Context: an optimization exercise on an open-source flow, tuned for small area. The choices shown serve that exercise and are no tape-out recipe. The RTL was checked by simulation tests, not by an equivalence proof against the original design. No activity file was given, so power comes from the tool's default toggle rates.

## the reference run
==> flow/design.v (excerpt) <==
module sigma_codec (
    input  wire        clk,
    input  wire        rst,
    input  wire        start,
    input  wire [31:0] stream_len,
    output wire        busy,
    output wire        done,
    output wire [1:0]  stop_reason,
    output wire [31:0] final_cursor,
    output wire        mem_en,
    output wire [31:0] mem_addr,
    input  wire [7:0]  mem_rdata,
    output wire        log_valid,
    input  wire        log_ready,
    output wire [1:0]  log_kind,
    output wire [1:0]  log_err,
    output wire [7:0]  log_tag,
    output wire [31:0] log_cursor,
    output wire [31:0] log_consumed,
    output wire [7:0]  log_safeload,
    output wire [7:0]  log_channel,
    output wire [31:0] log_total_len,
    output wire [7:0]  log_chip,
    output wire [31:0] log_data_len,
    output wire [15:0] log_param,
    output wire        dev_req_valid,
    input  wire        dev_req_ready,
    output wire [7:0]  dev_req_chip,
    output wire [15:0] dev_req_param,
    output wire [31:0] dev_req_len,
    input  wire        dev_rsp_valid,
    input  wire [15:0] dev_rsp_len,
    output wire        dev_rd_en,
    output wire [15:0] dev_rd_addr,
    input  wire [7:0]  dev_rd_data,
    output wire        out_valid,
    input  wire        out_ready,
    output wire [7:0]  out_data
);
    localparam [4:0] S_IDLE  = 5'd0;    
    localparam [4:0] S_CLR   = 5'd1;    
    localparam [4:0] S_TAG0  = 5'd2;    
    localparam [4:0] S_TAG1  = 5'd3;    
    localparam [4:0] S_HCHK  = 5'd4;    
    localparam [4:0] S_ZCHK  = 5'd5;    
    localparam [4:0] S_INC   = 5'd6;    
    localparam [4:0] S_FB0   = 5'd7;    
    localparam [4:0] S_FB1   = 5'd8;    
    localparam [4:0] S_FDEC  = 5'd9;    
  ...
For scale: about 880 cells after synthesis, about 190 flip-flops, about 400 I/O pins.
make LEC_CHECK=0 CAP_MARGIN=20 CORE_MARGIN=2 CORE_UTILIZATION=40 SLEW_MARGIN=20 finish   # period 8.0 ns
run.sh (not shown) runs the stock make flow with config.mk's settings and CLKGATE_MAP_FILE= SYNTH_SCRIPT=/design/flow/synth_recipe.tcl, a recipe that flattens the netlist after the stock synthesis.
The final layout from the reference run, which completed every stage, passed the timing, design-rule and antenna checks at the end of the flow.
What the trial run does differently from the reference run at the input level:
==> flow/flow/run.sh (new file) <==
#!/bin/bash
# Own layout flow: the standard flow (standard.sh, unchanged synthesis,
# floorplan, power grid, placement, CTS and routing), except that the port
# buffers that global placement puts on every input and output use the
# platform's smallest buffer instead of the resizer's lowest-drive pick.
set -euo pipefail
export BUFFER_PORTS_ARGS="-buffer_cell sky130_fd_sc_hd__buf_1"
bash standard.sh > standard_flow.log 2>&1
==> flow/standard.sh (new file) <==
#!/bin/bash
# synth_recipe.tcl (not shown) runs the flow's synth.tcl, then flattens the netlist and writes it again
# the make line also repeats each setting of config.mk as NAME=value (left out here)
make -C /OpenROAD-flow-scripts/flow DESIGN_CONFIG=/design/flow/config.mk WORK_HOME=/design/flow/orfs CLKGATE_MAP_FILE= SYNTH_SCRIPT=/design/flow/synth_recipe.tcl "${@:-finish}"
removed: flow/run.sh
Diff the reference run -> the trial run | met2 track demand over resource in global routing | decrease of 1.6 points
Compared with the reference run, in the trial run combinational power share dropped 5.3 points, final area dropped 18%, number of antenna violations at the first check in global routing barely changed, signed area change from the synthesized netlist to the final layout dropped 25 points.
Switching power total delta (the trial run -> the reference run): insignificant
After detailed routing, the reference run needs more wire than the trial run.
For the combinational gate power, the trial run came in about 20% lower than the reference run did.
From the reference run to the trial run the numbers moved as follows: highest ir drop seen on vdd now larger; maximum clock frequency up 12%.

========
sigma_codec, a different RTL version from the one above (not shown whole).
Size in the first run: ~860 cells after synthesis, roughly 190 flip-flops.
// sigma_codec
module sigma_codec (
    input  wire        clk,
    input  wire        rst,
    input  wire        start,
    input  wire [31:0] stream_len,
    output wire        busy,
    output wire        done,
    output wire [1:0]  stop_reason,
    output wire [31:0] final_cursor,
    output wire        mem_en,
    output wire [31:0] mem_addr,
    input  wire [7:0]  mem_rdata,
    output wire        log_valid,
    input  wire        log_ready,
    output wire [1:0]  log_kind,
    output wire [1:0]  log_err,
    output wire [7:0]  log_tag,
    output wire [31:0] log_cursor,
    output wire [31:0] log_consumed,
    output wire [7:0]  log_safeload,
    output wire [7:0]  log_channel,
    output wire [31:0] log_total_len,
    output wire [7:0]  log_chip,
    output wire [31:0] log_data_len,
    output wire [15:0] log_param,
    output wire        dev_req_valid,
    input  wire        dev_req_ready,
  ...
export LEC_CHECK = 0
export CAP_MARGIN = 0
export CORE_MARGIN = 2
export CORE_UTILIZATION = 70
export SLEW_MARGIN = 0
create_clock -name core_clock -period 8.0 [get_ports {clk}]
standard.sh (not shown) runs the stock make flow with config.mk's settings and CLKGATE_MAP_FILE= SYNTH_SCRIPT=/design/flow/synth_recipe.tcl, a recipe that flattens the netlist after the stock synthesis.
==> flow/flow/run.sh <==
#!/bin/bash
# Own layout flow: the standard flow (standard.sh: the standard synthesis,
# floorplan, power grid, placement, CTS and routing), with two changes:
#  - the buffers that global placement puts on every input and output port
#    use the platform's smallest buffer, not the resizer's lowest-drive pick;
#  - clock tree synthesis builds the tree from clkbuf_8 and inserts no dummy
#    load cells.
set -euo pipefail
export BUFFER_PORTS_ARGS="-buffer_cell sky130_fd_sc_hd__buf_1"
export CTS_ARGS="-sink_clustering_enable -repair_clock_nets -dont_use_dummy_load -buf_list sky130_fd_sc_hd__clkbuf_8"
bash standard.sh > standard_flow.log 2>&1
The starting point went through all stages and came out clean.
Then changed:
==> flow/flow/run.sh (replaced) <==
#!/bin/bash
# Own layout flow: the standard flow (standard.sh: the standard synthesis,
# floorplan, power grid, placement, CTS and routing), with two changes:
#  - the buffers that global placement puts on every input and output port
#    use the platform's smallest buffer, not the resizer's lowest-drive pick;
#  - clock tree synthesis builds the tree from clkbuf_16 in large clusters and inserts no dummy
#    load cells.
set -euo pipefail
export BUFFER_PORTS_ARGS="-buffer_cell sky130_fd_sc_hd__buf_1"
export CTS_ARGS="-sink_clustering_enable -repair_clock_nets -dont_use_dummy_load -buf_list sky130_fd_sc_hd__clkbuf_16 -sink_clustering_size 30 -sink_clustering_max_diameter 120"
bash standard.sh > standard_flow.log 2>&1
After rerunning: Final cell count stays the same; worst hold slack is better by 7.8 ps; worst setup slack is better by 60 ps; routed wire length rises by a few percent; count of clock-buffer cells in the layout stays the same.
Then changed:
==> flow/flow/run.sh (replaced) <==
#!/bin/bash
# Own layout flow: the standard flow (standard.sh: the standard synthesis,
# floorplan, power grid, placement, CTS and routing), with two changes:
#  - the buffers that global placement puts on every input and output port
#    use the platform's smallest buffer, not the resizer's lowest-drive pick;
#  - clock tree synthesis builds the tree from clkbuf_8 and inserts no dummy
#    load cells.
set -euo pipefail
export BUFFER_PORTS_ARGS="-buffer_cell sky130_fd_sc_hd__buf_1"
export CTS_ARGS="-sink_clustering_enable -repair_clock_nets -dont_use_dummy_load -buf_list sky130_fd_sc_hd__clkbuf_8"
bash standard.sh > standard_flow.log 2>&1
Settings changed: CAP_MARGIN 0 to 20, CORE_UTILIZATION 70 to 85, SLEW_MARGIN 0 to 20.
With this change the flow did not get past I/O pin placement (3_2_place_iop).
Area after synthesis is unchanged.
Synthesized cell count is unchanged.
Then changed:
Settings changed: CORE_UTILIZATION 85 to 70.
Outcome:
- The new run passed the timing, design-rule and antenna checks
- synthesized cell count stays the same
- area after synthesis does not change
Then changed:
Settings changed: CAP_MARGIN 20 to 0, CORE_UTILIZATION 70 to 75, SLEW_MARGIN 20 to 0.
Outcome: Clock skew is lower by 5.4 ps. Power went down by 2.5%. Combinational power goes down by about 6%. Wire length came out higher by 2.7%.

==> port drivers added, routing unchanged <==
No port has a modelled driver above. Below, the same layouts with a new extraction and two added sets of constraints. Step 1, drivers: a clkbuf_16 drives clk and a buf_2 each remaining input, both assumed. Step 2 adds t to the input delays and takes it off the output delays; t is the mean of the earliest and latest rising clock arrival at the registers after step 1. Input paths then give back, and output paths get back, about the clock's delay inside the block. a / b / c = no drivers / after step 1 / after step 2; a / b = the first two.
run | t, ns | slack for setup (ns) | latest minus earliest clock arrival (ns)
the reference run | 0.475 | 3.178 / 3.129 / 3.393 | 0.016 / 0.017
the trial run | 0.479 | 3.686 / 3.638 / 4.118 | 0.017 / 0.017
the first run of note 2 | 0.491 | 3.247 / 3.210 / 3.701 | 0.029 / 0.029
the second run of note 2 | 0.472 | 3.306 / 3.259 / 3.730 | 0.020 / 0.019
the fourth run of note 2 | 0.489 | 3.258 / 3.220 / 3.710 | 0.029 / 0.029
the fifth run of note 2 | 0.496 | 3.280 / 3.238 / 3.734 | 0.023 / 0.024
After both steps every run listed still meets setup and hold.
